Background: an optimization exercise with open tools, aiming at small area, a short achievable clock period and few clock cycles. Do not read the settings as production practice. The RTL was checked by simulation tests, not by an equivalence proof against the original design. Power and IR drop assume default switching activity.

==> flow/design.v <==
module lcd_draw (
    input  wire        clk,
    input  wire        rst,           
    input  wire        cmd_valid,
    output wire        cmd_ready,
    input  wire [7:0]  cmd_op,
    input  wire [31:0] cmd_arg0,
    input  wire [31:0] cmd_arg1,
    input  wire [15:0] cmd_color,
    output reg         out_valid,
    input  wire        out_ready,
    output reg  [7:0]  out_data,
    output reg         out_dc,
    output reg         out_last,
    output wire        idle
);
    localparam [3:0] K_NONE = 4'h0, K_WIN = 4'h2, K_ROT = 4'h3, K_FILL = 4'h4,
                     K_FRECT = 4'h5, K_PIX = 4'h6, K_HL = 4'h7, K_VL = 4'h8,
                     K_RECT = 4'h9, K_LINE = 4'hA;
    localparam [3:0] G_IDLE = 4'd0,
                     G_D1 = 4'd1, G_D2 = 4'd2, G_D3 = 4'd3, G_D4 = 4'd4,    
                     G_RUN = 4'd5,                                        
                     G_S1 = 4'd6, G_S2 = 4'd7, G_S3 = 4'd8, G_S4 = 4'd9,  
                     G_S5 = 4'd10, G_S6 = 4'd11, G_S7 = 4'd12, G_S8 = 4'd13,
                     G_WALK = 4'd14, G_S5B = 4'd15;
    localparam [1:0] M_WIN = 2'd0, M_DATA = 2'd1, M_ROT = 2'd2;
    reg  [3:0]  g;
    reg         k_win, k_rot, k_fill, k_frect, k_hl, k_vl, k_rect, k_line;
    reg         cmp;
    reg         ps_xb, ps_yb, ps_k, ps_kh, qs_xa, qs_ya, qs_k, qs_dy, a_inv, a_cin, a_walk;
    reg  [1:0]  rstep;
    reg         swapped;
    reg  signed [15:0] XA, YA;
    reg  signed [16:0] XB, YB, K, DY;
    reg  [15:0] col;
    reg  [8:0]  xs;                       
    reg         xsf;                      
    reg         steep, sxn, syn;
    reg         em_busy;
    reg  [1:0]  em_mode;
    reg  [3:0]  bidx;
    reg         in_data, phase;
    reg  [8:0]  wx0, wx1, wy0, wy1;
    wire [8:0] scr_w = swapped ? 9'd320 : 9'd240;
    wire [8:0] scr_h = swapped ? 9'd240 : 9'd320;
    wire [10:0] vXA = {XA[15], XA[15:9] == 7'd0, XA[8:0]};
    wire [10:0] vYA = {YA[15], YA[15:9] == 7'd0, YA[8:0]};
    wire [10:0] vXB = {XB[16], XB[16:9] == 8'd0, XB[8:0]};
    wire [10:0] vYB = {YB[16], YB[16:9] == 8'd0, YB[8:0]};
    wire [10:0] vXS = {1'b0, xsf, xs};
    localparam [10:0] V0 = 11'b01_000000000, VBIG = 11'b00_000000000;
    reg  [10:0] cxa, cxb, cya, cyb;
    reg         clx, cly;
    always @(*) begin
        cxa = vXA; cxb = vXA; cya = vYA; cyb = vYA;
        clx = 1'b0; cly = 1'b0;
        if (k_win) begin
            cxb = vYA; cya = vXB; cyb = vYB;
        end else if (k_fill) begin
            cxa = V0; cxb = VBIG; cya = V0; cyb = VBIG; clx = 1'b1; cly = 1'b1;
        end else if (k_frect) begin
            cxb = vXB; cyb = vYB;
        end else if (k_hl) begin
            cxb = vXB; clx = 1'b1;
        end else if (k_vl) begin
            cyb = vYB; cly = 1'b1;
        end else if (k_rect) begin
            case (rstep)
                2'd0: begin cxb = vXB; clx = 1'b1; end
                2'd1: begin cyb = vYB; cly = 1'b1; end
                2'd2: begin cxb = vXB; cya = vYB; cyb = vYB; clx = 1'b1; end
                default: begin cxa = vXB; cxb = vXB; cyb = vYB; cly = 1'b1; end
            endcase
        end else if (k_line) begin
            if (steep) begin
                cxa = vYA; cxb = vYA; cya = vXS; cyb = vXA;
            end else begin
                cxa = vXS;
            end
        end
    end
    function [9:0] chk;    
        input [10:0] a, b;
        input [8:0]  ext;
        input        clamp;
        reg a_in, b_over, b_ge;
        begin
            a_in   = !a[10] && a[9] && (a[8:0] < ext);
            b_over = !b[10] && (!b[9] || (b[8:0] >= ext));
            b_ge   = !b[10] && (!b[9] || (b[8:0] >= a[8:0]));
            chk[9]   = a_in && b_ge && (clamp || !b_over);
            chk[8:0] = b_over ? ext - 9'd1 : b[8:0];
        end
    endfunction
    wire [9:0] chx = chk(cxa, cxb, scr_w, clx);
    wire [9:0] chy = chk(cya, cyb, scr_h, cly);
    wire cand_ok = chx[9] & chy[9];
    wire x_end = (wx0 == wx1);
    wire y_end = (wy0 == wy1);
    wire em_last = (em_mode == M_ROT) ? bidx[0] :
                   in_data ? (phase & x_end & y_end) :
                   (em_mode == M_WIN) && (bidx == 4'd10);
    wire em_finish = em_busy & out_ready & em_last;
    wire em_free = !em_busy | em_finish;
    always @(*) begin
        out_valid = em_busy;
        out_data  = 8'h00;
        out_dc    = 1'b1;
        out_last  = 1'b0;
        if (em_mode == M_ROT) begin
            if (!bidx[0]) begin
                out_data = 8'h36;
                out_dc   = 1'b0;
            end else begin
                out_data = wx0[7:0];
                out_last = 1'b1;
            end
        end else if (in_data) begin
            out_data = phase ? col[7:0] : col[15:8];
            out_last = phase & x_end & y_end;
        end else begin
            case (bidx)
                4'd0:  begin out_data = 8'h2A; out_dc = 1'b0; end
                4'd1:  out_data = {7'd0, wx0[8]};
                4'd2:  out_data = wx0[7:0];
                4'd3:  out_data = {7'd0, wx1[8]};
                4'd4:  begin out_data = wx1[7:0]; out_last = 1'b1; end
                4'd5:  begin out_data = 8'h2B; out_dc = 1'b0; end
                4'd6:  out_data = {7'd0, wy0[8]};
                4'd7:  out_data = wy0[7:0];
                4'd8:  out_data = {7'd0, wy1[8]};
                4'd9:  begin out_data = wy1[7:0]; out_last = 1'b1; end
                default: begin out_data = 8'h2C; out_dc = 1'b0; out_last = 1'b1; end
            endcase
        end
    end
    wire fneg = YB[16];
    wire [16:0] p = ({17{ps_xb}} & XB) | ({17{ps_yb | a_walk}} & YB) |
                    ({17{ps_k}} & K) | ({17{ps_kh}} & {1'b0, K[16:1]});
    wire [16:0] q = ({17{qs_xa}} & {XA[15], XA}) | ({17{qs_ya}} & {YA[15], YA}) |
                    ({17{qs_k | (a_walk & fneg)}} & K) | ({17{qs_dy | (a_walk & !fneg)}} & DY);
    wire        inv = a_inv | (a_walk & !fneg);
    wire        cin = a_cin | (a_walk & !fneg);
    wire [16:0] s = p + (q ^ {17{inv}}) + {16'd0, cin};
    wire [8:0] ext_maj = steep ? scr_h : scr_w;
    wire [8:0] ext_min = steep ? scr_w : scr_h;
    wire x_last  = ({XA[15], XA} == XB);
    wire x_clip  = !XA[15] && ((XA[15:9] != 7'd0) || (XA[8:0] >= ext_maj - 9'd1));
    wire ypos    = !(sxn ^ syn);
    wire y_gone  = ypos ? (!YA[15] && ((YA[15:9] != 7'd0) || (YA[8:0] >= ext_min)))
                        : YA[15];
    wire [16:0] XA1 = {XA[15], XA} + 17'd1;
    wire walk_flush = fneg | x_last | x_clip;
    wire accept = cmd_valid & cmd_ready;
    assign cmd_ready = (g == G_IDLE) & !em_busy;
    assign idle      = (g == G_IDLE) & !em_busy;
    reg  [7:0] rot_m;
    always @(*) begin
        case (XA[2:0])
            3'd0: rot_m = 8'h08;
            3'd1: rot_m = 8'h68;
            3'd2: rot_m = 8'hC8;
            3'd3: rot_m = 8'hA8;
            3'd4: rot_m = 8'h48;
            3'd5: rot_m = 8'h28;
            3'd6: rot_m = 8'h88;
            default: rot_m = 8'hE8;
        endcase
    end
    reg offer;           
    always @(*) begin
        offer = 1'b0;
        if (g == G_RUN)
            offer = k_rot | cand_ok;
        else if (g == G_WALK)
            offer = !y_gone & walk_flush & cand_ok;
    end
    wire take = offer & em_free;
    reg [3:0] gn;
    always @(*) begin
        gn = g;
        case (g)
        G_IDLE: if (accept && cmd_op[7:4] == 4'd0)
                    case (cmd_op[3:0])
                        K_ROT, K_WIN, K_PIX, K_FILL: gn = G_RUN;
                        K_FRECT, K_HL, K_VL, K_RECT: gn = G_D1;
                        K_LINE: gn = G_S1;
                        default: ;
                    endcase
        G_D1: gn = G_D2;
        G_D2: gn = (k_hl || k_vl) ? G_RUN : G_D3;
        G_D3: gn = G_D4;
        G_D4: gn = G_RUN;
        G_RUN: if ((take || !offer) && (!k_rect || rstep == 2'd3)) gn = G_IDLE;
        G_S1: gn = G_S2;
        G_S2: gn = G_S3;
        G_S3: gn = G_S4;
        G_S4: gn = G_S5;
        G_S5: gn = G_S5B;
        G_S5B: gn = cmp ? G_S1 : G_S6;
        G_S6: gn = G_S7;
        G_S7: gn = G_S8;
        G_S8: gn = G_WALK;
        default: begin    
            if (y_gone)
                gn = G_IDLE;
            else if (walk_flush && (take || !offer) && (x_last || x_clip))
                gn = G_IDLE;
        end
        endcase
    end
    wire vl_n = (g == G_IDLE) ? (cmd_op == 8'h08) : k_vl;
    always @(posedge clk) begin
        if (rst) begin
            g       <= G_IDLE;
            {ps_xb, ps_yb, ps_k, ps_kh, qs_xa, qs_ya, qs_k, qs_dy, a_inv, a_cin, a_walk} <= 11'd0;
            swapped <= 1'b0;
            em_busy <= 1'b0;
        end else begin
            g <= gn;
            ps_xb  <= (gn == G_D1) || (gn == G_D2 && !vl_n) || (gn == G_S1);
            ps_yb  <= (gn == G_D2 && vl_n) || (gn == G_D3) || (gn == G_D4) || (gn == G_S2);
            ps_k   <= (gn == G_S5) || (gn == G_S8);
            ps_kh  <= (gn == G_S7);
            qs_xa  <= (gn == G_D2 && !vl_n) || (gn == G_S1);
            qs_ya  <= (gn == G_D2 && vl_n) || (gn == G_D4) || (gn == G_S2);
            qs_k   <= (gn == G_S3);
            qs_dy  <= (gn == G_S4) || (gn == G_S5) || (gn == G_S7) || (gn == G_S8);
            a_inv  <= (gn == G_D1) || (gn == G_D3) || (gn == G_S1) || (gn == G_S2) || (gn == G_S3) ||
                      (gn == G_S4) || (gn == G_S5) || (gn == G_S7) || (gn == G_S8);
            a_cin  <= (gn == G_S1) || (gn == G_S2) || (gn == G_S3) ||
                      (gn == G_S4) || (gn == G_S5) || (gn == G_S7) || (gn == G_S8);
            a_walk <= (gn == G_WALK);
            if (take) begin
                em_busy <= 1'b1;
                em_mode <= k_rot ? M_ROT : k_win ? M_WIN : M_DATA;
                bidx    <= 4'd0;
                in_data <= 1'b0;
                phase   <= 1'b0;
                wx0     <= k_rot ? {1'b0, rot_m} : cxa[8:0];
                wx1     <= chx[8:0];
                wy0     <= cya[8:0];
                wy1     <= chy[8:0];
            end else if (em_busy && out_ready) begin
                if (em_finish)
                    em_busy <= 1'b0;
                if (in_data) begin
                    phase <= !phase;
                    if (phase) begin
                        if (x_end) begin
                            wy0 <= wy0 + 9'd1;
                            if (k_frect || k_fill)
                                wx0 <= cxa[8:0];
                        end else
                            wx0 <= wx0 + 9'd1;
                    end
                end else begin
                    bidx <= bidx + 4'd1;
                    if (bidx == 4'd10)
                        in_data <= 1'b1;
                end
            end
            case (g)
            G_IDLE: begin
                rstep <= 2'd0;
                if (cmd_ready) begin
                    XA   <= cmd_arg0[15:0];
                    YA   <= cmd_arg0[31:16];
                    XB   <= {cmd_arg1[15], cmd_arg1[15:0]};
                    YB   <= {cmd_arg1[31], cmd_arg1[31:16]};
                    col  <= cmd_color;
                end
                if (accept) begin
                    k_win   <= (cmd_op == 8'h02);
                    k_rot   <= (cmd_op == 8'h03);
                    k_fill  <= (cmd_op == 8'h04);
                    k_frect <= (cmd_op == 8'h05);
                    k_hl    <= (cmd_op == 8'h07);
                    k_vl    <= (cmd_op == 8'h08);
                    k_rect  <= (cmd_op == 8'h09);
                    k_line  <= (cmd_op == 8'h0A);
                    steep <= 1'b0;
                    if (cmd_op == 8'h03)
                        swapped <= cmd_arg0[0];
                end
            end
            G_D1: begin
                if (k_vl) YB <= s; else XB <= s;
            end
            G_D2: begin
                if (k_vl) YB <= s; else XB <= s;
            end
            G_D3: begin
                YB <= s;
            end
            G_D4: begin
                YB <= s;
            end
            G_RUN: begin
                if (take || !offer) begin
                    rstep <= rstep + 2'd1;
                end
            end
            G_S1: begin
                K <= s;
            end
            G_S2: begin
                DY <= s;
            end
            G_S3: begin
                sxn <= K[16];
                if (K[16]) K <= s;
            end
            G_S4: begin
                syn <= DY[16];
                if (DY[16]) DY <= s;
            end
            G_S5: begin
                cmp <= s[16];
            end
            G_S5B: begin
                if (cmp) begin
                    steep <= 1'b1;
                    XA <= YA;  YA <= XA;
                    XB <= YB;  YB <= XB;
                end
            end
            G_S6: begin
                if (sxn) begin
                    XA <= XB[15:0];  YA <= YB[15:0];
                    XB <= {XA[15], XA};
                end
            end
            G_S7: begin
                YB  <= s;
                xs  <= XA[8:0];
                xsf <= (XA[15:9] == 7'd0);
            end
            G_S8: begin
                K <= s;
            end
            G_WALK: begin
                if (y_gone) begin
                end else if (walk_flush) begin
                    if (take || !offer) begin
                        YB  <= s;
                        XA  <= XA1[15:0];
                        xs  <= XA1[8:0];
                        xsf <= (XA1[16:9] == 8'd0);
                        if (fneg)
                            YA <= ypos ? YA + 16'sd1 : YA - 16'sd1;
                    end
                end else begin
                    YB <= s;
                    XA <= XA1[15:0];
                end
            end
            default: ;
            endcase
        end
    end
endmodule
==> flow/run.sh <==
#!/bin/bash
# synth_recipe.tcl (not shown) runs the flow's synth.tcl, then flattens the netlist and writes it again
# the make line also repeats each setting of config.mk as NAME=value (left out here)
make -C /OpenROAD-flow-scripts/flow DESIGN_CONFIG=/design/flow/config.mk WORK_HOME=/design/flow/orfs CLKGATE_MAP_FILE= SYNTH_SCRIPT=/design/flow/synth_recipe.tcl finish
==> flow/config.mk <==
export PLATFORM = sky130hd
export DESIGN_NAME = lcd_draw
export DESIGN_NICKNAME = lcd_draw
export VERILOG_FILES = /design/flow/design.v
export SDC_FILE = /design/flow/constraint.sdc
export NUM_CORES = 4
export LEC_CHECK = 0
export CAP_MARGIN = 20
export CORE_MARGIN = 2
export CORE_UTILIZATION = 40
export SLEW_MARGIN = 20
==> flow/constraint.sdc <==
create_clock -name core_clock -period 9.5 [get_ports {clk}]
set_input_delay 1.9000 -clock core_clock [delete_from_list [all_inputs] [get_ports {clk}]]
set_output_delay 1.9000 -clock core_clock [all_outputs]
set_load 0.01 [all_outputs]
==> results of run 1 <==
how the worst min path moves through the flow:
stage,start,end,slack (ps)
2_1_floorplan,DY[16],syn,500
3_3_place_gp,swapped,swapped,520
3_5_place_dp,swapped,swapped,520
4_1_cts,swapped,swapped,530
5_1_grt,swapped,swapped,560
6_report,swapped,swapped,540
registers in the layout, summed over array words and instances (netlist names), 2 cells and up:
signal   flops
DY          17
K           17
XB          17
YB          17
XA          16
YA          16
col         16
wx0          9
wx1          9
wy0          9
wy1          9
xs           9
bidx         4
g            4
em_mode      2
rstep        2
cell usage in the layout, fill, tap and decap left out, types with 30 or more instances in the layout:
master / synthesis / final
nor2_1: 201 / 196
nand2_1: 193 / 193
edfxtp_1: 184 / 184
o21ai_0: 145 / 144
a21oi_1: 124 / 120
clkdlybuf4s50_1: 0 / 104
ha_1: 87 / 87
inv_1: 76 / 76
xor2_1: 61 / 61
xnor2_1: 58 / 58
a222oi_1: 57 / 57
nand3_1: 44 / 44
buf_4: 3 / 38
a22oi_1: 35 / 35
nor3_1: 34 / 33
nand2b_1: 30 / 30
critical path: stages (launching register included):
cell and delay [ps]:
edfxtp_1 1000, nand2_1 510, nor2_1 200, nor2_1 70
o22ai_1 180, a2111oi_0 130, a21oi_1 400, inv_1 90
ha_1 310, a211o_1 300, a221o_1 260, a21oi_1 140
nand4_1 130, a221oi_2 280, o311ai_1 190, or2_4 310
nor2_4 140, o21a_1 140, buf_4 280, a21oi_1 80
nor2_1 650
layer usage:
layer	GRT usage, %	up-vias	wire [microns]	part of all wire, %
li1	-	6996	-	-
met1	40.9	7609	25900	40
met2	46.9	919	28800	45
met3	6.49	174	6800	11
met4	12.2	0	2800	4.4
met5	0	-	0	0
cell type report:
type / instances / share of cell area [%]
inverter: 76 / 1.55
sequential: 201 / 31.9
clock inverter: 13 / 0.667
multi-input combinational: 1436 / 51.3
antenna: 2 / 0.0272
timing repair buffer: 143 / 7.24
tap: 525 / 3.57
clock buffer: 32 / 3.72
power groups by stage:
stage	Combinational [mW]	Clock (mW)	Sequential, mW
5_1_grt	0.593	1.01	1.14
4_1_cts	0.535	0.975	1.13
2_1_floorplan	0.373	0	1.07
3_3_place_gp	0.524	0	1.15
3_5_place_dp	0.532	0	1.15
6_report	0.547	0.964	1.14
Yosys cell counts, types with 14 or more instances:
| library cell | count |
|---|---|
| a21oi_1 | 124 |
| a221oi_1 | 26 |
| a222oi_1 | 57 |
| a22oi_1 | 35 |
| buf_2 | 24 |
| clkbuf_1 | 107 |
| dfxtp_1 | 17 |
| edfxtp_1 | 184 |
| ha_1 | 87 |
| inv_1 | 76 |
| mux2i_1 | 17 |
| nand2_1 | 193 |
| nand2b_1 | 30 |
| nand3_1 | 44 |
| nand4_1 | 15 |
| nor2_1 | 201 |
| nor2b_1 | 24 |
| nor3_1 | 34 |
| nor4_1 | 20 |
| o211ai_1 | 14 |
| o21ai_0 | 145 |
| o22ai_1 | 16 |
| xnor2_1 | 58 |
| xor2_1 | 61 |
per-stage QoR:
stage | cells | power, mW | setup slack (ps) | instance area, sq um
3_3_place_gp | 2379 | 1.68 | 3560 | 17500
4_1_cts | 2425 | 2.64 | 3330 | 18400
6_report | 2428 | 2.65 | 3240 | 18400
2_1_floorplan | 1860 | 1.44 | 4640 | 16100
3_5_place_dp | 2380 | 1.68 | 3420 | 17600
5_1_grt | 2426 | 2.75 | 2890 | 18400
cells by family after synthesis:
family,Yosys count
adders and majority gates,90
buffers and inverters,223
AOI/OAI and AO/OA,567
xor gates and xnor gates,119
muxes,28
and+or+nand+nor,632
DFF,201
==> flow_metrics.tcl, run 1 <==
set metrics [dict create \
    r2r_cells 20 \
    period_minus_slack_ps 6260 \
    port_buffers 104 \
    rrSetupSlack_ps 3240 \
    synth.mux.area_fraction_pct 1.82 \
    ys_top_cells_by_area "edfxtp_1 34%, ha_1 6.8%, nor2_1 4.7%" \
    ys.flop_type "edfxtp_1" \
    post_cts_resized 0 \
    worstPathRequired_ps 9670 \
    grt_pass1_wl_microns 95600 \
    switchingPower_uw 849 \
    finalSetupViolations 0 \
    r2r_end "wx0[2]" \
    ios 105 \
    dr.pass1.iters 9 \
    drt_iter0_drc 2378 \
    power_frac_clock_pct 36.4 \
    yosys.area.top_type_share_pct 34.3 \
    synth_xor_area_share_pct 6.46 \
    root_buffer "clkbuf_16" \
    antenna_found_initial 4 \
    switching_share_pct 32.0 \
    yosysWarningCount 1 \
    grt_pass1_vias 14858 \
    synth_seq_cells 201 \
    insertion_delay_ps 560 \
    postSynthNetCount 2042 \
    die_width_microns 205 \
    synth_compound_area_share_pct 24.4 \
    die_y_microns 205 \
    gp_congestion 1.01 \
    drtAntennaViolNets 0 \
    syn_area_per_cell_sq_um 8.67 \
    crit_start "steep" \
    critPathCaptureType "flip-flop" \
    clockBufferDepth 3 \
    num_rows 73 \
    fin_skew_ps 30.0 \
    yosys.area_share.simple_pct 18.3 \
    h-tree-depth 1 \
    routed_via_density 6.47 \
    synth-edff-count 184 \
    numCtsBuffers 25 \
    yosysSeqAreaShare_pct 36.4 \
    crit_arrival_ps 6430 \
    synth-adder-area-share_pct 7.12 \
    vdd_drop_max_mv 0.109 \
    synth-async-reset-ratio_pct 0 \
    cts_setup_buffers 0 \
    syn_inst 1860 \
    worstSetupStartpointType "flip-flop" \
    hold_depth 2 \
    dieArea_sq_mm 0.0419 \
    hold_violations 0 \
    cts_tree "built" \
    initial_core_util_pct 40.6 \
    finalSetupTns_ps 0 \
    wl_microns 64200 \
    critical_path_peak_fanout 28 \
    core_sq_mm 0.0397 \
    grt_overflow_total 0 \
    power_density_mw_per_mm2 144 \
    drc 0 \
    syn_area_sq_mm 0.0161 \
    hpwl_microns 46100 \
    worstSetupEndpoint "wx0[2]" \
    pwr-share-seq_pct 43.0 \
    fin_util_pct 46.3 \
    combPwrFrac_pct 20.6 \
    clk_pin_slew_ps 70 \
    cts_hold_buf 0 \
    final.fill_count 3870 \
    min_path_type "flip-flop to flip-flop" \
    r2r-start "steep" \
    grt_usage_pct 30.2 \
    status "complete, no violations" \
    slew_violations 0 \
    fin_crit_sh_pct 65.9 \
    critical_path_class "flip-flop to flip-flop" \
    cts.sinks 201 \
    synth_top_family_by_area "compound AO/OA/AOI/OAI gates" \
    drive_gt1_share_pct 7.00 \
    ys_types 94 \
    slew_headroom_pct 24.5 \
    internal-power_mw 1.80 \
    grt_max_degree 69 \
    leakage_nw 6.81 \
    finalNetCount 2065 \
    tightestPinTransition_ps 1130 \
    fmaxAchievable_mhz 160 \
    vias 15698 \
    regArea_sq_mm 0.00587 \
    hold_ws_ps 538 \
    max-cap-violations 0 \
    wl_per_cell_microns 26.5 \
    multiInputGateArea_sq_mm 0.00943 \
    syn2layout_area_growth_pct 14.0 \
    yosys.area.top_type "edfxtp_1" \
    rsz0062_at_grt "false" \
]
Testbench counts, summed over its fixed seeds: cycles 479,414.
==> inputs of run 2 (changes only) <==
--- a/flow/config.mk
+++ b/flow/config.mk
@@ -7,2 +7,3 @@
 export LEC_CHECK = 0
+export ABC_CLOCK_PERIOD_IN_PS = 4000
 export CAP_MARGIN = 20
@@ -10,2 +11,3 @@
 export CORE_UTILIZATION = 40
+export SETUP_SLACK_MARGIN = 5
 export SLEW_MARGIN = 20
==> run 2 against run 1 <==
Design area grew 14%. Routed wire length grew 8.3%. Non-clock buffer count grew 148. Critical path type unchanged. Critical endpoint is now xs[7]. Largest cell class unchanged.
==> flow_metrics.tcl, run 2 <==
set metrics [dict create \
    rsz0062_at_grt "true" \
    syn_area_per_cell_sq_um 8.67 \
    synth_seq_cells 201 \
    finalSetupViolations 0 \
    syn_inst 1860 \
    ys_types 94 \
    drive_gt1_share_pct 21.8 \
    final_cell_mix "188 x nand2_1, 184 x edfxtp_1, 184 x nor2_1, 152 x buf_4, 116 x o21ai_0" \
    r2r-start "YA[6]" \
    postSynthNetCount 2042 \
    num_rows 73 \
    switchingPower_uw 905 \
    initial_core_util_pct 40.6 \
    switching_share_pct 32.5 \
    worstSetupEndpoint "xs[7]" \
    combPwrFrac_pct 24.1 \
    yosys.area.top_type_share_pct 34.3 \
    ios 105 \
    power_density_mw_per_mm2 133 \
    vias 16691 \
    grt_pass1_vias 15637 \
    slew_headroom_pct 30.3 \
    period_minus_slack_ps 4820 \
    tightestPinTransition_ps 1050 \
    pwr-share-seq_pct 40.7 \
    fin_util_pct 52.6 \
    drc 0 \
    insertion_delay_ps 570 \
    worstPathRequired_ps 9780 \
    crit_start "YA[6]" \
    ys.flop_type "edfxtp_1" \
    cts_tree "built" \
    internal-power_mw 1.88 \
    grt_overflow_total 0 \
    synth-edff-count 184 \
    syn_area_sq_mm 0.0161 \
    dieArea_sq_mm 0.0419 \
    dr.pass1.iters 9 \
    routed_via_density 6.47 \
    hold_violations 0 \
    place_area_sq_mm 0.0176 \
    postLayoutCellArea_sq_mm 0.0209 \
    finalNetCount 2218 \
    max-cap-violations 0 \
    die_width_microns 205 \
    yosysSeqAreaShare_pct 36.4 \
    yosysWarningCount 1 \
    yosys.area.top_type "edfxtp_1" \
    synth_most_common_cell "nor2_1" \
    clockBufferDepth 3 \
    core_sq_mm 0.0397 \
    drtAntennaViolNets 0 \
    crit_arrival_ps 5100 \
    ys_top_cells_by_area "edfxtp_1 34%, ha_1 6.8%, nor2_1 4.7%" \
    rrSetupSlack_ps 4680 \
    worstSetupStartpointType "flip-flop" \
    leakage_nw 7.86 \
    clk_pin_slew_ps 60 \
    synthTopCellsByCount "201 x nor2_1, 193 x nand2_1, 184 x edfxtp_1, 145 x o21ai_0, 124 x a21oi_1" \
    drt_iter0_drc 2651 \
    min_path_type "flip-flop to flip-flop" \
    fin_crit_sh_pct 50.8 \
    fin_skew_ps 32.8 \
    status "complete, no violations" \
    grt_max_degree 69 \
    critical_path_peak_fanout 13 \
    grt_pass1_wl_microns 101000 \
    wl_per_cell_microns 27.0 \
    wl_microns 69600 \
    root_buffer "clkbuf_16" \
    hp-start "swapped" \
    hpwl_microns 47400 \
    diodes 0 \
    vdd_drop_max_mv 0.119 \
    h-tree-depth 1 \
    synth-async-reset-ratio_pct 0 \
    antenna_found_initial 0 \
    grt_usage_pct 32.3 \
    port_buffers 104 \
    cts.sinks 201 \
    numCtsBuffers 26 \
    die_y_microns 205 \
    gp_congestion 0.990 \
    critPathCaptureType "flip-flop" \
    r2r_end "xs[7]" \
    slew_violations 0 \
    finalSetupTns_ps 0 \
    fmaxAchievable_mhz 207 \
    syn2layout_area_growth_pct 29.6 \
    power_frac_clock_pct 35.2 \
    final_common_cell "nand2_1" \
    power.total_mw 2.78 \
    r2r_cells 17 \
    critical_path_class "flip-flop to flip-flop" \
]
-- run 2: cell counts after synthesis --
Identical to the previous run, type by type.
-- run 2: through the flow --
stage / instances / hold slack (ps) / worst slack (ps)
global placement: 2375 / 570 / 3310
global route: 2581 / 597 / 4520
detailed placement: 2376 / 557 / 3360
CTS: 2545 / 574 / 4800
floorplan: 1860 / 499 / 5020
finish: 2581 / 575 / 4680
-- run 2: critical path: stages (launching register included) --
cell and delay (ps):
edfxtp_1 870, nor4bb_1 170, o211a_1 310, o41ai_2 630, ha_1 360, o2111ai_1 110, a21oi_1 60, a2111oi_1 360
o2111ai_1 220, o311ai_2 150, or2_4 210, nor2_4 60, nor2_4 170, o21ai_4 80, a2111oi_4 370, buf_4 180
buf_6 100, buf_12 110
-- run 2: power by group through the flow --
stage | clock network [mW] | registers (mW) | logic [mW]
finish | 0.979 | 1.13 | 0.672
global route | 1.02 | 1.13 | 0.715
CTS | 0.983 | 1.12 | 0.616
detailed placement | 0 | 1.15 | 0.534
global placement | 0 | 1.15 | 0.528
floorplan | 0 | 1.07 | 0.374
-- run 2: layout make-up --
| cell class | instances | area, sq um |
|---|---|---|
| clock inverter | 10 | 55.1 |
| sequential | 201 | 5870 |
| tap | 525 | 657 |
| multi-input combinational | 1440 | 10500 |
| inverter | 76 | 288 |
| timing repair buffer | 291 | 2750 |
| fill | 3594 | 18800 |
| clock buffer | 38 | 779 |
-- run 2: how the worst min path moves through the flow --
stage / endpoint / slack, ps / depth (start not counted)
after floorplan: syn / 500 / 0
after global placement: swapped / 570 / 2
after detailed placement: syn / 560 / 0
after CTS: syn / 570 / 0
after global routing: syn / 600 / 0
final: swapped / 570 / 2
-- run 2: repair_timing --
action / 4_1_cts / 5_1_grt
cloned: 5 / 1
hold buffers: 0 / 0
resized for setup: 173 / 123
setup buffers: 116 / 35
pin swaps: 73 / 82
endpoints found under the setup margin: 191 / 176
-- run 2: kinds of logic after synthesis --
logic type	synth area share, %
and+or+nand+nor	18.3
muxes	1.82
DFF	36.4
xor gates and xnor gates	6.46
AOI/OAI and AO/OA	24.4
buffers and inverters	5.49
adders and majority gates	7.12
-- run 2: routing by layer --
metal	wire (microns)	GRT usage, %	up-vias	share of wire (%)
met1	27800	44.3	8140	40
met5	0	0	-	0
met4	2980	12.9	0	4.3
met3	7410	6.09	221	11
met2	31300	50.0	1002	45
li1	-	-	7328	-
==> inputs of run 3 (changes only) <==
--- a/flow/design.v
+++ b/flow/design.v
@@ -36,3 +36,4 @@
     reg  [8:0]  xs;                       
-    reg         xsf;                      
+    reg         xs_ok;                    
+    reg         rph, okr;                 
     reg         steep, sxn, syn;
@@ -49,3 +50,3 @@
     wire [10:0] vYB = {YB[16], YB[16:9] == 8'd0, YB[8:0]};
-    wire [10:0] vXS = {1'b0, xsf, xs};
+    wire [10:0] vXS = {2'b01, xs};
     localparam [10:0] V0 = 11'b01_000000000, VBIG = 11'b00_000000000;
@@ -153,2 +154,3 @@
     wire walk_flush = fneg | x_last | x_clip;
+    wire y_ok    = !YA[15] && (YA[15:9] == 7'd0) && (YA[8:0] < ext_min);
     wire accept = cmd_valid & cmd_ready;
@@ -173,7 +175,8 @@
         if (g == G_RUN)
-            offer = k_rot | cand_ok;
+            offer = rph & okr;
         else if (g == G_WALK)
-            offer = !y_gone & walk_flush & cand_ok;
+            offer = walk_flush & xs_ok & y_ok;
     end
     wire take = offer & em_free;
+    wire adv  = !offer | em_free;      
     reg [3:0] gn;
@@ -193,3 +196,3 @@
         G_D4: gn = G_RUN;
-        G_RUN: if ((take || !offer) && (!k_rect || rstep == 2'd3)) gn = G_IDLE;
+        G_RUN: if (rph && adv && (!k_rect || rstep == 2'd3)) gn = G_IDLE;
         G_S1: gn = G_S2;
@@ -206,3 +209,3 @@
                 gn = G_IDLE;
-            else if (walk_flush && (take || !offer) && (x_last || x_clip))
+            else if (walk_flush && adv && (x_last || x_clip))
                 gn = G_IDLE;
@@ -233,4 +236,4 @@
             a_walk <= (gn == G_WALK);
-            if (take) begin
-                em_busy <= 1'b1;
+            if (em_free) begin
+                em_busy <= offer;
                 em_mode <= k_rot ? M_ROT : k_win ? M_WIN : M_DATA;
@@ -265,2 +268,3 @@
                 rstep <= 2'd0;
+                rph   <= 1'b0;
                 if (cmd_ready) begin
@@ -299,3 +303,5 @@
             G_RUN: begin
-                if (take || !offer) begin
+                rph <= !rph | !adv;
+                okr <= k_rot | cand_ok;
+                if (rph && adv) begin
                     rstep <= rstep + 2'd1;
@@ -336,3 +342,3 @@
                 xs  <= XA[8:0];
-                xsf <= (XA[15:9] == 7'd0);
+                xs_ok <= !XA[15] && (XA[15:9] == 7'd0) && (XA[8:0] < ext_maj);
             end
@@ -344,3 +350,3 @@
                 end else if (walk_flush) begin
-                    if (take || !offer) begin
+                    if (adv) begin
                         YB  <= s;
@@ -348,3 +354,3 @@
                         xs  <= XA1[8:0];
-                        xsf <= (XA1[16:9] == 8'd0);
+                        xs_ok <= (XA1[16:9] == 8'd0) && (XA1[8:0] < ext_maj);
                         if (fneg)
--- a/flow/config.mk
+++ b/flow/config.mk
@@ -7,3 +7,2 @@
 export LEC_CHECK = 0
-export ABC_CLOCK_PERIOD_IN_PS = 4000
 export CAP_MARGIN = 20
==> run 3 against run 2 <==
Still clean on timing, DRC and antenna. Largest power group is now combinational cells. Die area down 1.9%. Via count down 8.0%. Clock power up 15%. Maximum frequency up 6.3%. Routed wire length down 15%. Critical endpoint is now out_data[4]. Total power up 83%. Setup slack better by 280 ps. Critical path depth down 9. Cell count down 7.0%. Synthesized area down 2.0%. Sequential power up about 60%. Global-route usage down 4.1 points.
==> flow_metrics.tcl, run 3 <==
set metrics [dict create \
    status "complete, no violations" \
    diodes 0 \
    wl_microns 59100 \
    ys.flop_type "edfxtp_1" \
    critical_path_class "flip-flop to primary output" \
    max-cap-violations 0 \
    syn_inst 1808 \
    ys_top_cells_by_area "edfxtp_1 35%, ha_1 6.3%, nor2_1 4.9%" \
    yosysSeqAreaShare_pct 37.5 \
    final_cell_mix "199 x nor2_1, 192 x nand2_1, 186 x edfxtp_1, 136 x a21oi_1, 125 x o21ai_0" \
    drtAntennaViolNets 0 \
    root_buffer "clkbuf_16" \
    rsz0062_at_grt "true" \
    fmaxAchievable_mhz 220 \
    power_frac_clock_pct 22.1 \
    period_minus_slack_ps 4540 \
    drive_gt1_share_pct 10.6 \
    yosysWarningCount 1 \
    vias 15351 \
    dr.pass1.iters 10 \
    hold_violations 0 \
    grt_max_degree 67 \
    core_sq_mm 0.0388 \
    grt_pass1_vias 14737 \
    gp_congestion 0.946 \
    ios 105 \
    finalNetCount 2038 \
    crit_arrival_ps 2640 \
    internal-power_mw 2.88 \
    synth-async-reset-ratio_pct 0 \
    h-tree-depth 1 \
    grt_pass1_wl_microns 89700 \
    hpwl_microns 42600 \
    yosys.area.top_type_share_pct 35.3 \
    die_y_microns 203 \
    dp.cells 2316 \
    die_width_microns 203 \
    num_rows 72 \
    synth_most_common_cell "nor2_1" \
    fin_skew_ps 21.6 \
    worstPathRequired_ps 7600 \
    port_buffers 104 \
    cts_tree "built" \
    clockBufferDepth 3 \
    dieArea_sq_mm 0.0411 \
    syn_area_per_cell_sq_um 8.74 \
    power_density_mw_per_mm2 273 \
    stdcell_count 2400 \
    postSynthNetCount 1983 \
    finalSetupTns_ps 0 \
    drt_iter0_drc 2139 \
    tightestPinTransition_ps 1060 \
    grt_overflow_total 0 \
    worstSetupStartpointType "flip-flop" \
    switchingPower_mw 2.22 \
    combPwrFrac_pct 42.4 \
    slew_headroom_pct 29.6 \
    antenna_found_initial 0 \
    slew_violations 0 \
    synthTopCellsByCount "206 x nor2_1, 194 x nand2_1, 186 x edfxtp_1, 139 x a21oi_1, 129 x o21ai_0" \
    routed_via_density 6.40 \
    numCtsBuffers 26 \
    cts.sinks 203 \
    ys_types 82 \
    drc 0 \
    pwr-share-seq_pct 35.5 \
    clk_pin_slew_ps 60 \
    syn_area_sq_mm 0.0158 \
    critical_path_peak_fanout 6 \
    critPathCaptureType "primary output" \
    final_common_cell "nor2_1" \
    final.fill_count 3661 \
    leakage_nw 6.87 \
    synth-edff-count 186 \
    fin_crit_sh_pct 47.8 \
    grt_usage_pct 28.1 \
    syn2layout_area_growth_pct 17.9 \
    wl_per_cell_microns 24.6 \
    finalSetupViolations 0 \
    insertion_delay_ps 560 \
    vdd_drop_max_mv 0.200 \
    cts_hold_buf 0 \
    synth_seq_cells 203 \
    yosys.area.top_type "edfxtp_1" \
    switching_share_pct 43.5 \
    initial_core_util_pct 40.7 \
    min_path_type "flip-flop to flip-flop" \
]
## run 3: cell types whose count changed after synthesis, sizes merged, moves of 10 or more
cell    delta
a31oi     +10
a22oi     +16
inv       -14
o21ai     -17
buf       -17
clkbuf    +10
a21oi     +14
nor2b     -13
## run 3: worst max-delay path, stage by stage (launching register included)
cell and delay (ps):
edfxtp_1 450, buf_6 170, ha_4 180, and2_4 160, a222oi_1 480, nand2_1 140
a221oi_2 270, a31oi_1 70, buf_2 160
## run 3: layout make-up
class / count / area [sq um] / share of cell area [%]
inverter: 62 / 233 / 1.25
sequential: 203 / 5930 / 31.8
clock buffer: 28 / 679 / 3.64
multi-input combinational: 1403 / 9380 / 50.3
timing repair buffer: 167 / 1490 / 7.99
tap: 518 / 648 / 3.48
clock inverter: 19 / 278 / 1.49
## run 3: path summary, 6_finish.rpt
path | start | end | slack [ps] | cells past startpoint
setup / recovery | bidx[0] | out_data[4] | 4960 | 8
hold / removal | DY[16] | syn | 560 | 0
setup reg to reg | YB[16] | cmp | 5160 | 17
hold reg to reg | DY[16] | syn | 560 | 0
## run 3: what timing repair did
action,CTS,global route
setup endpoints to repair,24,40
pin swaps,7,9
buffers inserted,21,16
gates resized for setup,51,37
## run 3: power by group through the flow
stage | sequential [mW] | combinational, mW | clock, mW
2_1_floorplan | 1.45 | 1.62 | 0
3_3_place_gp | 1.80 | 2.02 | 0
3_5_place_dp | 1.80 | 2.05 | 0
4_1_cts | 1.78 | 2.09 | 1.13
5_1_grt | 1.82 | 2.37 | 1.17
6_report | 1.81 | 2.16 | 1.13
## run 3: cells by family (layout without fill, tap and decap cells)
group,after synthesis,after routing,synth area share (%)
AOI/OAI and AO/OA,561,561,24.2
xor gates and xnor gates,121,121,6.75
adders and majority gates,83,83,6.71
buffers and inverters,202,276,5.00
DFF,203,203,37.5
muxes,22,22,1.53
and+or+nand+nor,616,616,18.3
## run 3: through the flow
stage / area [sq um] / power [mW] / setup slack, ps / hold WS (ps) / util, %
after floorplan: 15800 / 3.07 / 5210 / 467 / -
after global placement: 17200 / 3.83 / 4700 / 547 / 44.3
after detailed placement: 17200 / 3.86 / 4620 / 547 / 44.3
after CTS: 18500 / 5.01 / 4830 / 561 / 47.6
after global routing: 18600 / 5.37 / 4930 / 577 / 48.0
final: 18600 / 5.09 / 4960 / 562 / 48.0
## run 3: routing by layer
metal | global-route usage [%] | share of wire (%) | vias to the layer above
met1 | 36.6 | 39 | 7385
met2 | 46.4 | 47 | 915
met5 | 0 | 0 | -
met3 | 5.20 | 9.5 | 159
met4 | 10.9 | 3.9 | 0
li1 | - | - | 6892
Testbench counts of run 3, summed over its fixed seeds: cycles 480,432.
==> inputs of run 4 (changes only) <==
--- a/flow/design.v
+++ b/flow/design.v
@@ -40,3 +40,2 @@
     reg         em_busy;
-    reg  [1:0]  em_mode;
     reg  [3:0]  bidx;
@@ -98,7 +97,20 @@
     wire cand_ok = chx[9] & chy[9];
+    reg  [7:0] rot_m;
+    always @(*) begin
+        case (XA[2:0])
+            3'd0: rot_m = 8'h08;
+            3'd1: rot_m = 8'h68;
+            3'd2: rot_m = 8'hC8;
+            3'd3: rot_m = 8'hA8;
+            3'd4: rot_m = 8'h48;
+            3'd5: rot_m = 8'h28;
+            3'd6: rot_m = 8'h88;
+            default: rot_m = 8'hE8;
+        endcase
+    end
     wire x_end = (wx0 == wx1);
     wire y_end = (wy0 == wy1);
-    wire em_last = (em_mode == M_ROT) ? bidx[0] :
+    wire em_last = k_rot ? bidx[0] :
                    in_data ? (phase & x_end & y_end) :
-                   (em_mode == M_WIN) && (bidx == 4'd10);
+                   k_win && (bidx == 4'd10);
     wire em_finish = em_busy & out_ready & em_last;
@@ -110,3 +122,3 @@
         out_last  = 1'b0;
-        if (em_mode == M_ROT) begin
+        if (k_rot) begin
             if (!bidx[0]) begin
@@ -115,3 +127,3 @@
             end else begin
-                out_data = wx0[7:0];
+                out_data = rot_m;
                 out_last = 1'b1;
@@ -158,15 +170,2 @@
     assign idle      = (g == G_IDLE) & !em_busy;
-    reg  [7:0] rot_m;
-    always @(*) begin
-        case (XA[2:0])
-            3'd0: rot_m = 8'h08;
-            3'd1: rot_m = 8'h68;
-            3'd2: rot_m = 8'hC8;
-            3'd3: rot_m = 8'hA8;
-            3'd4: rot_m = 8'h48;
-            3'd5: rot_m = 8'h28;
-            3'd6: rot_m = 8'h88;
-            default: rot_m = 8'hE8;
-        endcase
-    end
     reg offer;           
@@ -238,3 +237,2 @@
                 em_busy <= offer;
-                em_mode <= k_rot ? M_ROT : k_win ? M_WIN : M_DATA;
                 bidx    <= 4'd0;
@@ -242,3 +240,3 @@
                 phase   <= 1'b0;
-                wx0     <= k_rot ? {1'b0, rot_m} : cxa[8:0];
+                wx0     <= cxa[8:0];
                 wx1     <= chx[8:0];
==> run 4 against run 3 <==
Global-route usage grew 1.1 points. Cell count is essentially flat. Largest cell class unchanged. Synthesized area shrank 1.2%. Clock power shrank 15%. Setup slack lost 50 ps. Highest routed layer unchanged.
==> flow_metrics.tcl, run 4 <==
set metrics [dict create \
    status "complete, no violations" \
    grt_pass1_vias 14904 \
    syn_inst 1787 \
    finalNetCount 2037 \
    rsz0062_at_grt "true" \
    dp.cells 2305 \
    drive_gt1_share_pct 11.2 \
    drc 0 \
    yosys.area.top_type_share_pct 35.4 \
    grt_overflow_total 0 \
    yosysWarningCount 1 \
    dr.pass1.iters 10 \
    fin_skew_ps 24.7 \
    slowest_delay_ps 440 \
    wl_microns 61800 \
    tightestPinTransition_ps 1090 \
    synth_most_common_cell "nor2_1" \
    period_minus_slack_ps 4590 \
    grt_pass1_wl_microns 91500 \
    hold_ws_ps 642 \
    die_y_microns 202 \
    die_width_microns 202 \
    cts.sinks 201 \
    leakage_nw 6.84 \
    synth-edff-count 184 \
    port_buffers 104 \
    initial_core_util_pct 40.5 \
    fin_util_pct 48.1 \
    syn_area_sq_mm 0.0156 \
    slowest_stage "edfxtp_1" \
    syn2layout_area_growth_pct 18.7 \
    synthTopCellsByCount "186 x nor2_1, 184 x edfxtp_1, 183 x nand2_1, 139 x a21oi_1" \
    root_buffer "clkbuf_16" \
    fmaxAchievable_mhz 218 \
    critical_path_class "flip-flop to primary output" \
    vias 15632 \
    wl_per_cell_microns 25.7 \
    grt_usage_pct 29.2 \
    crit_arrival_ps 2690 \
    dieArea_sq_mm 0.0406 \
    finalSetupViolations 0 \
    slew_headroom_pct 27.0 \
    critical_path_peak_fanout 7 \
    clockBufferDepth 3 \
    yosys.area.top_type "edfxtp_1" \
    critPathCaptureType "primary output" \
    final.fill_count 3744 \
    synth-async-reset-ratio_pct 0 \
    finalSetupTns_ps 0 \
    clk_pin_slew_ps 50 \
    routed_via_density 6.51 \
    cts_hold_buf 0 \
    ios 105 \
    h-tree-depth 1 \
    min_path_type "flip-flop to flip-flop" \
    grt_max_degree 66 \
    drtAntennaViolNets 0 \
    syn_area_per_cell_sq_um 8.74 \
    vdd_drop_max_mv 0.0972 \
    fin_crit_sh_pct 48.3 \
    stdcell_count 2402 \
    final_cell_mix "184 x edfxtp_1, 182 x nand2_1, 181 x nor2_1, 131 x a21oi_1, 120 x o21ai_0" \
    slew_violations 0 \
    core_sq_mm 0.0386 \
    ys.flop_type "edfxtp_1" \
    worstSetupStartpointType "flip-flop" \
    hold_violations 0 \
    cts_tree "built" \
    num_rows 72 \
    max-cap-violations 0 \
    antenna_found_initial 0 \
    worstPathRequired_ps 7600 \
    gp_congestion 1.01 \
    yosysSeqAreaShare_pct 37.6 \
    insertion_delay_ps 560 \
    postSynthNetCount 1961 \
    power_density_mw_per_mm2 140 \
    numCtsBuffers 26 \
    synth_seq_cells 201 \
    ys_types 80 \
    drt_iter0_drc 2165 \
    hpwl_microns 42600 \
    final_common_cell "edfxtp_1" \
    ys_top_cells_by_area "edfxtp_1 35%, ha_1 6.3%, nor2_1 4.5%" \
    critical_path.cell_chain "buf_4 -> inv_2 -> ha_4 -> buf_6 -> o41ai_4 -> a21oi_4 -> a221oi_2 -> a21oi_1 -> clkdlybuf4s15_1" \
]
-- run 4: path summary, 6_finish.rpt --
kind / cells after the start / start / to / slack, ps
setup reg to reg: 16 / YB[16] / XB[15] / 5220
hold / removal: 0 / DY[16] / syn / 640
setup / recovery: 9 / bidx[0] / out_data[1] / 4910
hold reg to reg: 0 / DY[16] / syn / 640
-- run 4: critical path: cells and delay by family, from the launching register on --
| family | cells | cell delay [ps] |
|---|---|---|
| flops | 1 | 440 |
| fa+ha+maj | 1 | 190 |
| compound gates | 4 | 910 |
| buf+inv | 4 | 620 |
-- run 4: final cells by class --
cell class | count | area (sq um) | area share, %
Timing Repair Buffer | 188 | 1670 | 9.01
Sequential cell | 201 | 5870 | 31.6
Clock buffer | 33 | 698 | 3.77
Clock inverter | 15 | 124 | 0.668
Antenna cell | 1 | 2.50 | 0.0135
Multi-Input combinational cell | 1388 | 9310 | 50.2
Inverter | 58 | 218 | 1.17
Tap cell | 518 | 648 | 3.50
-- run 4: kinds of logic (layout without fill, tap and decap cells) --
family,Yosys count,count (layout),synth area share [%]
adders and majority gates,82,82,6.71
other,0,1,0
muxes,23,23,1.59
AOI/OAI and AO/OA,571,571,25.1
and+or+nand+nor,594,594,17.5
buffers and inverters,198,294,4.83
DFF,201,201,37.6
xor gates and xnor gates,118,118,6.67
-- run 4: routing by layer --
metal | up-vias | wire, microns | GRT usage (%)
met3 | 222 | 6280 | 5.57
li1 | 6893 | - | -
met5 | - | 0 | 0
met4 | 0 | 3310 | 14.7
met1 | 7550 | 23700 | 37.0
met2 | 967 | 28600 | 47.8
-- run 4: per-stage QoR --
stage | setup WS, ps | power (mW) | cell area, sq um
after floorplan | 5300 | 1.40 | 15600
after global routing | 4800 | 2.69 | 18500
after global placement | 4650 | 1.60 | 17100
final | 4910 | 2.60 | 18500
after detailed placement | 4640 | 1.61 | 17100
after CTS | 4890 | 2.58 | 18200
-- run 4: repair_timing --
action                                  4_1_cts  5_1_grt
gates resized for setup                      45       36
setup buffers                                25       23
endpoints found under the setup margin       22       35
pin swaps                                     7       12
-- run 4: where the power goes --
part	total, mW	internal [mW]	leakage (nW)	switching, mW
sequential	1.14	1.03	1.91	0.109
combinational	0.494	0.211	4.53	0.284
clock	0.962	0.571	0.403	0.392
total	2.60	1.81	6.84	0.784
Testbench counts of run 4, summed over its fixed seeds: cycles 480,432.
==> inputs of run 5 (changes only) <==
--- a/flow/design.v
+++ b/flow/design.v
@@ -9,7 +9,7 @@
     input  wire [15:0] cmd_color,
-    output reg         out_valid,
+    output wire        out_valid,
     input  wire        out_ready,
-    output reg  [7:0]  out_data,
-    output reg         out_dc,
-    output reg         out_last,
+    output wire [7:0]  out_data,
+    output wire        out_dc,
+    output wire        out_last,
     output wire        idle
@@ -115,33 +115,41 @@
                    k_win && (bidx == 4'd10);
-    wire em_finish = em_busy & out_ready & em_last;
+    reg        ov, sv;
+    reg [9:0]  ob, sb;            
+    wire       e_go = em_busy & !sv;
+    assign out_valid = ov;
+    assign out_data  = ob[7:0];
+    assign out_dc    = ob[8];
+    assign out_last  = ob[9];
+    wire em_finish = e_go & em_last;
     wire em_free = !em_busy | em_finish;
+    reg  [7:0] e_data;    
+    reg        e_dc, e_last;
     always @(*) begin
-        out_valid = em_busy;
-        out_data  = 8'h00;
-        out_dc    = 1'b1;
-        out_last  = 1'b0;
+                e_data  = 8'h00;
+        e_dc    = 1'b1;
+        e_last  = 1'b0;
         if (k_rot) begin
             if (!bidx[0]) begin
-                out_data = 8'h36;
-                out_dc   = 1'b0;
+                e_data = 8'h36;
+                e_dc   = 1'b0;
             end else begin
-                out_data = rot_m;
-                out_last = 1'b1;
+                e_data = rot_m;
+                e_last = 1'b1;
             end
         end else if (in_data) begin
-            out_data = phase ? col[7:0] : col[15:8];
-            out_last = phase & x_end & y_end;
+            e_data = phase ? col[7:0] : col[15:8];
+            e_last = phase & x_end & y_end;
         end else begin
             case (bidx)
-                4'd0:  begin out_data = 8'h2A; out_dc = 1'b0; end
-                4'd1:  out_data = {7'd0, wx0[8]};
-                4'd2:  out_data = wx0[7:0];
-                4'd3:  out_data = {7'd0, wx1[8]};
-                4'd4:  begin out_data = wx1[7:0]; out_last = 1'b1; end
-                4'd5:  begin out_data = 8'h2B; out_dc = 1'b0; end
-                4'd6:  out_data = {7'd0, wy0[8]};
-                4'd7:  out_data = wy0[7:0];
-                4'd8:  out_data = {7'd0, wy1[8]};
-                4'd9:  begin out_data = wy1[7:0]; out_last = 1'b1; end
-                default: begin out_data = 8'h2C; out_dc = 1'b0; out_last = 1'b1; end
+                4'd0:  begin e_data = 8'h2A; e_dc = 1'b0; end
+                4'd1:  e_data = {7'd0, wx0[8]};
+                4'd2:  e_data = wx0[7:0];
+                4'd3:  e_data = {7'd0, wx1[8]};
+                4'd4:  begin e_data = wx1[7:0]; e_last = 1'b1; end
+                4'd5:  begin e_data = 8'h2B; e_dc = 1'b0; end
+                4'd6:  e_data = {7'd0, wy0[8]};
+                4'd7:  e_data = wy0[7:0];
+                4'd8:  e_data = {7'd0, wy1[8]};
+                4'd9:  begin e_data = wy1[7:0]; e_last = 1'b1; end
+                default: begin e_data = 8'h2C; e_dc = 1'b0; e_last = 1'b1; end
             endcase
@@ -169,3 +177,3 @@
     assign cmd_ready = (g == G_IDLE) & !em_busy;
-    assign idle      = (g == G_IDLE) & !em_busy;
+    assign idle      = (g == G_IDLE) & !em_busy & !ov & !sv;
     reg offer;           
@@ -213,3 +221,6 @@
     end
-    wire vl_n = (g == G_IDLE) ? (cmd_op == 8'h08) : k_vl;
+    wire vl_n = k_vl;
+    wire s1_again = (g == G_S5B) & cmp;
+    wire idle_line = (g == G_IDLE) & cmd_op[3] & cmd_op[1];
+    wire idle_rect = (g == G_IDLE) & !(cmd_op[3] & cmd_op[1]);
     always @(posedge clk) begin
@@ -217,2 +228,4 @@
             g       <= G_IDLE;
+            ov      <= 1'b0;
+            sv      <= 1'b0;
             {ps_xb, ps_yb, ps_k, ps_kh, qs_xa, qs_ya, qs_k, qs_dy, a_inv, a_cin, a_walk} <= 11'd0;
@@ -222,3 +235,3 @@
             g <= gn;
-            ps_xb  <= (gn == G_D1) || (gn == G_D2 && !vl_n) || (gn == G_S1);
+            ps_xb  <= idle_line | idle_rect | (gn == G_D2 && !vl_n) | s1_again;
             ps_yb  <= (gn == G_D2 && vl_n) || (gn == G_D3) || (gn == G_D4) || (gn == G_S2);
@@ -226,3 +239,3 @@
             ps_kh  <= (gn == G_S7);
-            qs_xa  <= (gn == G_D2 && !vl_n) || (gn == G_S1);
+            qs_xa  <= idle_line | (gn == G_D2 && !vl_n) | s1_again;
             qs_ya  <= (gn == G_D2 && vl_n) || (gn == G_D4) || (gn == G_S2);
@@ -230,7 +243,20 @@
             qs_dy  <= (gn == G_S4) || (gn == G_S5) || (gn == G_S7) || (gn == G_S8);
-            a_inv  <= (gn == G_D1) || (gn == G_D3) || (gn == G_S1) || (gn == G_S2) || (gn == G_S3) ||
+            a_inv  <= idle_line | idle_rect | s1_again | (gn == G_D3) || (gn == G_S2) || (gn == G_S3) ||
                       (gn == G_S4) || (gn == G_S5) || (gn == G_S7) || (gn == G_S8);
-            a_cin  <= (gn == G_S1) || (gn == G_S2) || (gn == G_S3) ||
+            a_cin  <= idle_line | s1_again || (gn == G_S2) || (gn == G_S3) ||
                       (gn == G_S4) || (gn == G_S5) || (gn == G_S7) || (gn == G_S8);
             a_walk <= (gn == G_WALK);
+            if (!ov || out_ready) begin
+                if (sv) begin
+                    ob <= sb;
+                    ov <= 1'b1;
+                    sv <= 1'b0;
+                end else begin
+                    ob <= {e_last, e_dc, e_data};
+                    ov <= em_busy;
+                end
+            end else if (e_go) begin
+                sb <= {e_last, e_dc, e_data};
+                sv <= 1'b1;
+            end
             if (em_free) begin
@@ -244,3 +270,3 @@
                 wy1     <= chy[8:0];
-            end else if (em_busy && out_ready) begin
+            end else if (e_go) begin
                 if (em_finish)
==> run 5 against run 4 <==
Design area up 2.6%. Die area up 7.1%. Register-to-register slack better by 30 ps. Critical endpoint is now idle. Critical path depth down 5. Synthesized cell count up 4.1%. Sequential power up 5%. Worst hold slack worse by 90 ps. Cell count up 1.0%. Non-clock buffer count down 49. Total power up 0.53%. Sequential share of layout area up 2.6 points.
==> flow_metrics.tcl, run 5 <==
set metrics [dict create \
    period_minus_slack_ps 4290 \
    hpwl_microns 43800 \
    finalNetCount 2050 \
    critical_path.cell_chain "nor2_2 -> nand2_1 -> nor4_1 -> clkdlybuf4s50_1" \
    antenna_found_initial 0 \
    syn_area_per_cell_sq_um 9.00 \
    drive_gt1_share_pct 7.60 \
    ys.flop_type "edfxtp_1" \
    slew_headroom_pct 23.9 \
    cp_top_family "simple AND/OR/NAND/NOR gates" \
    h-tree-depth 1 \
    gp_congestion 0.950 \
    critPathCaptureType "primary output" \
    fin_crit_sh_pct 45.2 \
    worstSetupStartpointType "flip-flop" \
    port_buffers 104 \
    drt_iter0_drc 2069 \
    slowest_delay_ps 580 \
    yosysSeqAreaShare_pct 38.9 \
    numCtsBuffers 26 \
    finalSetupViolations 0 \
    syn2layout_area_growth_pct 13.6 \
    slew_violations 0 \
    synthTopCellsByCount "204 x edfxtp_1, 192 x nand2_1, 190 x nor2_1, 130 x a21oi_1, 111 x o21ai_0" \
    routed_via_density 6.39 \
    initial_core_util_pct 40.7 \
    ys_top_cells_by_area "edfxtp_1 37%, ha_1 5.9%, nand2_1 4.3%" \
    status "complete, no violations" \
    synth_seq_cells 223 \
    grt_pass1_wl_microns 91400 \
    synth_compound_area_share_pct 23.0 \
    finalSetupTns_ps 0 \
    clockBufferDepth 3 \
    diodes 0 \
    synth_most_common_cell "edfxtp_1" \
    drtAntennaViolNets 0 \
    crit_buf_inv 1 \
    dr.pass1.iters 7 \
    clk_pin_slew_ps 60 \
    stdcell_count 2427 \
    syn_area_sq_mm 0.0167 \
    final.fill_count 3976 \
    r2r-start "YB[16]" \
    die_y_microns 209 \
    num_rows 74 \
    min_path_type "flip-flop to flip-flop" \
    synth_top_family_by_area "compound AO/OA/AOI/OAI gates" \
    core_sq_mm 0.0411 \
    yosys.area_share.simple_pct 18.0 \
    critical_path_peak_fanout 19 \
    syn_inst 1860 \
    cts_tree "built" \
    crit_arrival_ps 2390 \
    synth.mux.area_fraction_pct 2.57 \
    yosys.area.top_type_share_pct 36.6 \
    hp-start "sb[4]" \
    synth_xor_area_share_pct 6.17 \
    power_density_mw_per_mm2 137 \
    grt_max_degree 68 \
    crit_start "g[2]" \
    leakage_nw 6.90 \
    vias 15517 \
    vdd_drop_max_mv 0.117 \
    critical_path_class "flip-flop to primary output" \
    dp.cells 2371 \
    max-cap-violations 0 \
    root_buffer "clkbuf_16" \
    place_area_sq_mm 0.0181 \
    rsz0062_at_grt "false" \
    die_width_microns 209 \
    postLayoutCellArea_sq_mm 0.0190 \
    dieArea_sq_mm 0.0435 \
    tightestPinTransition_ps 1140 \
    cts.sinks 223 \
    worstPathRequired_ps 7600 \
    grt_overflow_total 0 \
    grt_pass1_vias 14898 \
    cts_hold_buf 0 \
    yosysWarningCount 1 \
    synth-adder-area-share_pct 6.32 \
    fin_util_pct 46.3 \
    final_cell_mix "204 x edfxtp_1, 192 x nand2_1, 185 x nor2_1, 127 x a21oi_1, 111 x o21ai_0" \
    drc 0 \
    fmaxAchievable_mhz 233 \
    synth-edff-count 204 \
    slowest_stage "clkdlybuf4s50_1" \
    yosys.area.top_type "edfxtp_1" \
    wl_microns 60500 \
    hold_violations 0 \
    ys_types 92 \
    ios 105 \
    postSynthNetCount 2034 \
    final_common_cell "edfxtp_1" \
    insertion_delay_ps 570 \
    synth-async-reset-ratio_pct 0 \
    wl_per_cell_microns 24.9 \
    grt_usage_pct 27.1 \
    fin_skew_ps 12.8 \
]
run 5: cell types whose count changed after synthesis, moves of 9 or more:
cell	change
a21oi_1	-9
a222oi_1	-10
and3_1	+13
buf_2	+17
clkbuf_1	-21
edfxtp_1	+20
mux2i_1	+16
nand2_1	+9
o21ai_0	-14
run 5: layout make-up:
| cell class | instances | area (sq um) | area share [%] |
|---|---|---|---|
| tap | 532 | 666 | 3.50 |
| clock inverter | 19 | 164 | 0.862 |
| timing repair buffer | 139 | 1300 | 6.86 |
| sequential | 223 | 6510 | 34.2 |
| clock buffer | 28 | 658 | 3.46 |
| inverter | 58 | 218 | 1.15 |
| multi-input combinational | 1428 | 9500 | 49.9 |
run 5: power by group:
| part | total, mW | leakage, nW | switching (mW) | internal (mW) |
|---|---|---|---|---|
| Sequential | 1.20 | 2.11 | 0.0795 | 1.12 |
| Clock | 0.994 | 0.406 | 0.436 | 0.557 |
| Combinational | 0.414 | 4.38 | 0.229 | 0.184 |
| Total | 2.61 | 6.90 | 0.745 | 1.86 |
run 5: final timing paths:
path / endpoint / cells past startpoint / slack [ps]
max reg2reg: XB[16] / 15 / 5250
min reg2reg: ob[4] / 1 / 550
min: ob[4] / 1 / 550
max: idle / 4 / 5210
run 5: stage by stage:
stage / worst slack [ps] / hold slack, ps / power [mW]
6_report: 5210 / 552 / 2.61
3_3_place_gp: 4850 / 533 / 1.61
2_1_floorplan: 5420 / 498 / 1.46
5_1_grt: 5010 / 573 / 2.70
4_1_cts: 5010 / 554 / 2.61
3_5_place_dp: 4780 / 540 / 1.62
run 5: timing repair:
action                     in CTS  in global routing
setup buffers                   0                  9
setup endpoints to repair      11                 17
pin swaps                       0                  4
gates resized for setup         3                  9
cloned                          0                  0
run 5: routing by layer:
layer  up-vias  track usage (%)  wire length (microns)
met2       807             44.1                  28100
li1       7002                -                      -
met1      7580             36.4                  25200
met4         0             10.4                   2260
met3       128             4.09                   4920
met5         -                0                      0
run 5: logic make-up after synthesis:
logic type | after synthesis
adders and majority gates | 83
AOI/OAI and AO/OA | 552
xor gates and xnor gates | 117
muxes | 40
and+or+nand+nor | 636
DFF | 223
buffers and inverters | 209
Testbench counts of run 5, summed over its fixed seeds: cycles 480,437.
==> inputs of run 6 (changes only) <==
--- a/flow/design.v
+++ b/flow/design.v
@@ -223,2 +223,5 @@
     wire s1_again = (g == G_S5B) & cmp;
+    wire d2_d3    = (g == G_D2) & !k_hl & !k_vl;
+    wire a_cin_n  = idle_line | s1_again | (g == G_S1) | (g == G_S2) | (g == G_S3) |
+                    (g == G_S4) | (g == G_S6) | (g == G_S7);
     wire idle_line = (g == G_IDLE) & cmd_op[3] & cmd_op[1];
@@ -226,24 +229,15 @@
     always @(posedge clk) begin
-        if (rst) begin
-            g       <= G_IDLE;
-            ov      <= 1'b0;
-            sv      <= 1'b0;
-            {ps_xb, ps_yb, ps_k, ps_kh, qs_xa, qs_ya, qs_k, qs_dy, a_inv, a_cin, a_walk} <= 11'd0;
-            swapped <= 1'b0;
-            em_busy <= 1'b0;
-        end else begin
+        begin
             g <= gn;
-            ps_xb  <= idle_line | idle_rect | (gn == G_D2 && !vl_n) | s1_again;
-            ps_yb  <= (gn == G_D2 && vl_n) || (gn == G_D3) || (gn == G_D4) || (gn == G_S2);
-            ps_k   <= (gn == G_S5) || (gn == G_S8);
-            ps_kh  <= (gn == G_S7);
-            qs_xa  <= idle_line | (gn == G_D2 && !vl_n) | s1_again;
-            qs_ya  <= (gn == G_D2 && vl_n) || (gn == G_D4) || (gn == G_S2);
-            qs_k   <= (gn == G_S3);
-            qs_dy  <= (gn == G_S4) || (gn == G_S5) || (gn == G_S7) || (gn == G_S8);
-            a_inv  <= idle_line | idle_rect | s1_again | (gn == G_D3) || (gn == G_S2) || (gn == G_S3) ||
-                      (gn == G_S4) || (gn == G_S5) || (gn == G_S7) || (gn == G_S8);
-            a_cin  <= idle_line | s1_again || (gn == G_S2) || (gn == G_S3) ||
-                      (gn == G_S4) || (gn == G_S5) || (gn == G_S7) || (gn == G_S8);
-            a_walk <= (gn == G_WALK);
+            ps_xb  <= (g == G_IDLE) | ((g == G_D1) & !k_vl) | s1_again;
+            ps_yb  <= ((g == G_D1) & k_vl) | d2_d3 | (g == G_D3) | (g == G_S1);
+            ps_k   <= (g == G_S4) | (g == G_S7);
+            ps_kh  <= (g == G_S6);
+            qs_xa  <= idle_line | ((g == G_D1) & !k_vl) | s1_again;
+            qs_ya  <= ((g == G_D1) & k_vl) | (g == G_D3) | (g == G_S1);
+            qs_k   <= (g == G_S2);
+            qs_dy  <= (g == G_S3) | (g == G_S4) | (g == G_S6) | (g == G_S7);
+            a_inv  <= idle_rect | d2_d3 | a_cin_n;
+            a_cin  <= a_cin_n;
+            a_walk <= (g == G_S8) | (g == G_WALK);
             if (!ov || out_ready) begin
@@ -390,2 +384,9 @@
         end
+        if (rst) begin
+            g       <= G_IDLE;
+            ov      <= 1'b0;
+            sv      <= 1'b0;
+            swapped <= 1'b0;
+            em_busy <= 1'b0;
+        end
     end
==> run 6 against run 5 <==
Worst hold slack worse by 9.0 ps. Largest cell class unchanged. Design area shrank 0.66%. Setup slack worse by 99 ps. Maximum frequency fell by 2.3%. Global-route usage is 1.7 points higher. Synthesized cell count is 2.9% lower. Sequential cell count unchanged. Total power up 60%. Die area shrank 2.0%. Highest routed layer unchanged.
==> flow_metrics.tcl, run 6 <==
set metrics [dict create \
    final.fill_count 3858 \
    slew_violations 0 \
    met2_length_microns 29100 \
    status "complete, no violations" \
    drive_gt1_share_pct 9.06 \
    syn_area_sq_mm 0.0164 \
    vdd_drop_max_mv 0.172 \
    gp_congestion 0.951 \
    synth_most_common_cell "edfxtp_1" \
    ys.flop_type "edfxtp_1" \
    rrSetupSlack_ps 5250 \
    rsz0062_at_grt "false" \
    worstPathRequired_ps 7600 \
    num_rows 74 \
    regArea_sq_mm 0.00645 \
    leakage_nw 6.96 \
    worstSetupStartpointType "flip-flop" \
    synth_seq_cells 223 \
    final_common_cell "edfxtp_1" \
    die_y_microns 206 \
    grt_usage_pct 28.8 \
    yosys.area.top_type "edfxtp_1" \
    cp_common_cell "nor2_1" \
    numCtsBuffers 29 \
    root_buffer "clkbuf_16" \
    diodes 0 \
    crit_buf_inv 2 \
    wl_microns 62100 \
    grt_pass1_wl_microns 92600 \
    ios 105 \
    grt_overflow_total 0 \
    power.total_mw 4.18 \
    slowest_stage "clkdlybuf4s50_1" \
    ys_types 87 \
    clk_pin_slew_ps 60 \
    cp_top_family "buffers and inverters" \
    critical_path_peak_fanout 19 \
    hold_violations 0 \
    h-tree-depth 1 \
    route.met3.wl_microns 4940 \
    place_area_sq_mm 0.0178 \
    grt_max_degree 69 \
    max-cap-violations 0 \
    synthTopCellsByCount "198 x edfxtp_1, 189 x nand2_1, 169 x nor2_1, 128 x o21ai_0, 116 x clkbuf_1" \
    final_cell_mix "198 x edfxtp_1, 187 x nand2_1, 166 x nor2_1, 127 x o21ai_0, 104 x clkdlybuf4s50_1" \
    routed_via_density 6.38 \
    crit_arrival_ps 2490 \
    period_minus_slack_ps 4390 \
    drt_iter0_drc 1870 \
    insertion_delay_ps 570 \
    postSynthNetCount 1981 \
    tightestPinTransition_ps 1080 \
    slew_headroom_pct 28.2 \
    fin_util_pct 46.5 \
    yosysSeqAreaShare_pct 39.3 \
    cts_hold_buf 0 \
    clockBufferDepth 3 \
    syn_inst 1806 \
    dr.pass1.iters 8 \
    fin_skew_ps 10.7 \
    die_width_microns 206 \
    drt-met1-wl_microns 25600 \
    fmaxAchievable_mhz 228 \
    port_buffers 104 \
    drc 0 \
    synth-edff-count 198 \
    critical_path.cell_chain "nor2_1 -> nand2_2 -> nor2_1 -> buf_4 -> clkdlybuf4s50_1" \
    vias 15296 \
    critical_path_class "flip-flop to primary output" \
    min_path_type "flip-flop to flip-flop" \
    cts.sinks 223 \
]
[run 6: changes by cell type after synthesis, sizes merged, moves of 9 or more]
cell and delta:
a21oi -26, a22o +9, buf -18, clkbuf +10, nor2 -19, o21ai +19
[run 6: path summary, 6_finish.rpt]
path	cells past startpoint	to	startpoint
setup / recovery	5	cmd_ready	g[3]
hold / removal	1	ob[5]	sb[5]
hold reg to reg	1	ob[5]	sb[5]
setup reg to reg	15	okr	rstep[0]
[run 6: cell families after synthesis]
| family | synth area share, % |
|---|---|
| compound gates | 24.0 |
| buf+inv | 5.00 |
| mux | 2.41 |
| simple gates | 16.5 |
| flops | 39.3 |
| xor+xnor | 6.29 |
| fa+ha+maj | 6.53 |
[run 6: final cells by class]
type / instances / area share (%)
Tap cell: 532 / 3.52
Clock inverter: 23 / 1.14
Inverter: 64 / 1.27
Timing Repair Buffer: 149 / 7.30
Clock buffer: 30 / 3.86
Multi-Input combinational cell: 1376 / 48.8
Sequential cell: 223 / 34.1
[run 6: where the power goes]
part / internal [mW] / leakage (nW) / switching (mW)
registers: 1.30 / 2.21 / 0.292
logic: 0.608 / 4.30 / 0.877
clock network: 0.642 / 0.457 / 0.462
[run 6: timing repair]
| action | 4_1_cts | 5_1_grt |
|---|---|---|
| buffers inserted | 2 | 5 |
| pin swaps | 0 | 2 |
| resized for setup | 4 | 11 |
| gates cloned | 0 | 0 |
| endpoints found under the setup margin | 7 | 16 |
[run 6: per-layer routing]
metal  up-vias  track usage [%]
met5         -                0
met3       144             3.93
met2       792             46.8
met4         0             11.3
met1      7492             38.7
li1       6868                -
Testbench counts of run 6, summed over its fixed seeds: cycles 480,437.

-- what the ideal ports hide --
No port has a modelled driver above. Below, the same layouts with a new extraction and two added sets of constraints. Step 1, drivers: a clkbuf_16 drives clk and a buf_2 each remaining input, both assumed. Step 2, shift: input delay + t, output delay - t, t = (earliest + latest rising clock arrival at the registers) / 2. This alone moves slack from input paths to output paths. Slacks: ideal ports / drivers / drivers and shift; pairs: ideal ports / drivers.
| run | t (ns) | setup WS [ns] |
|---|---|---|
| run 1 | 0.609 | 3.244 / 3.244 / 3.244 |
| run 2 | 0.607 | 4.677 / 4.677 / 4.677 |
| run 3 | 0.611 | 4.960 / 4.903 / 4.785 |
| run 4 | 0.601 | 4.911 / 4.856 / 4.657 |
| run 5 | 0.619 | 5.205 / 5.145 / 5.001 |
| run 6 | 0.623 | 5.106 / 5.049 / 5.253 |
After both steps setup and hold are still met in every run listed.
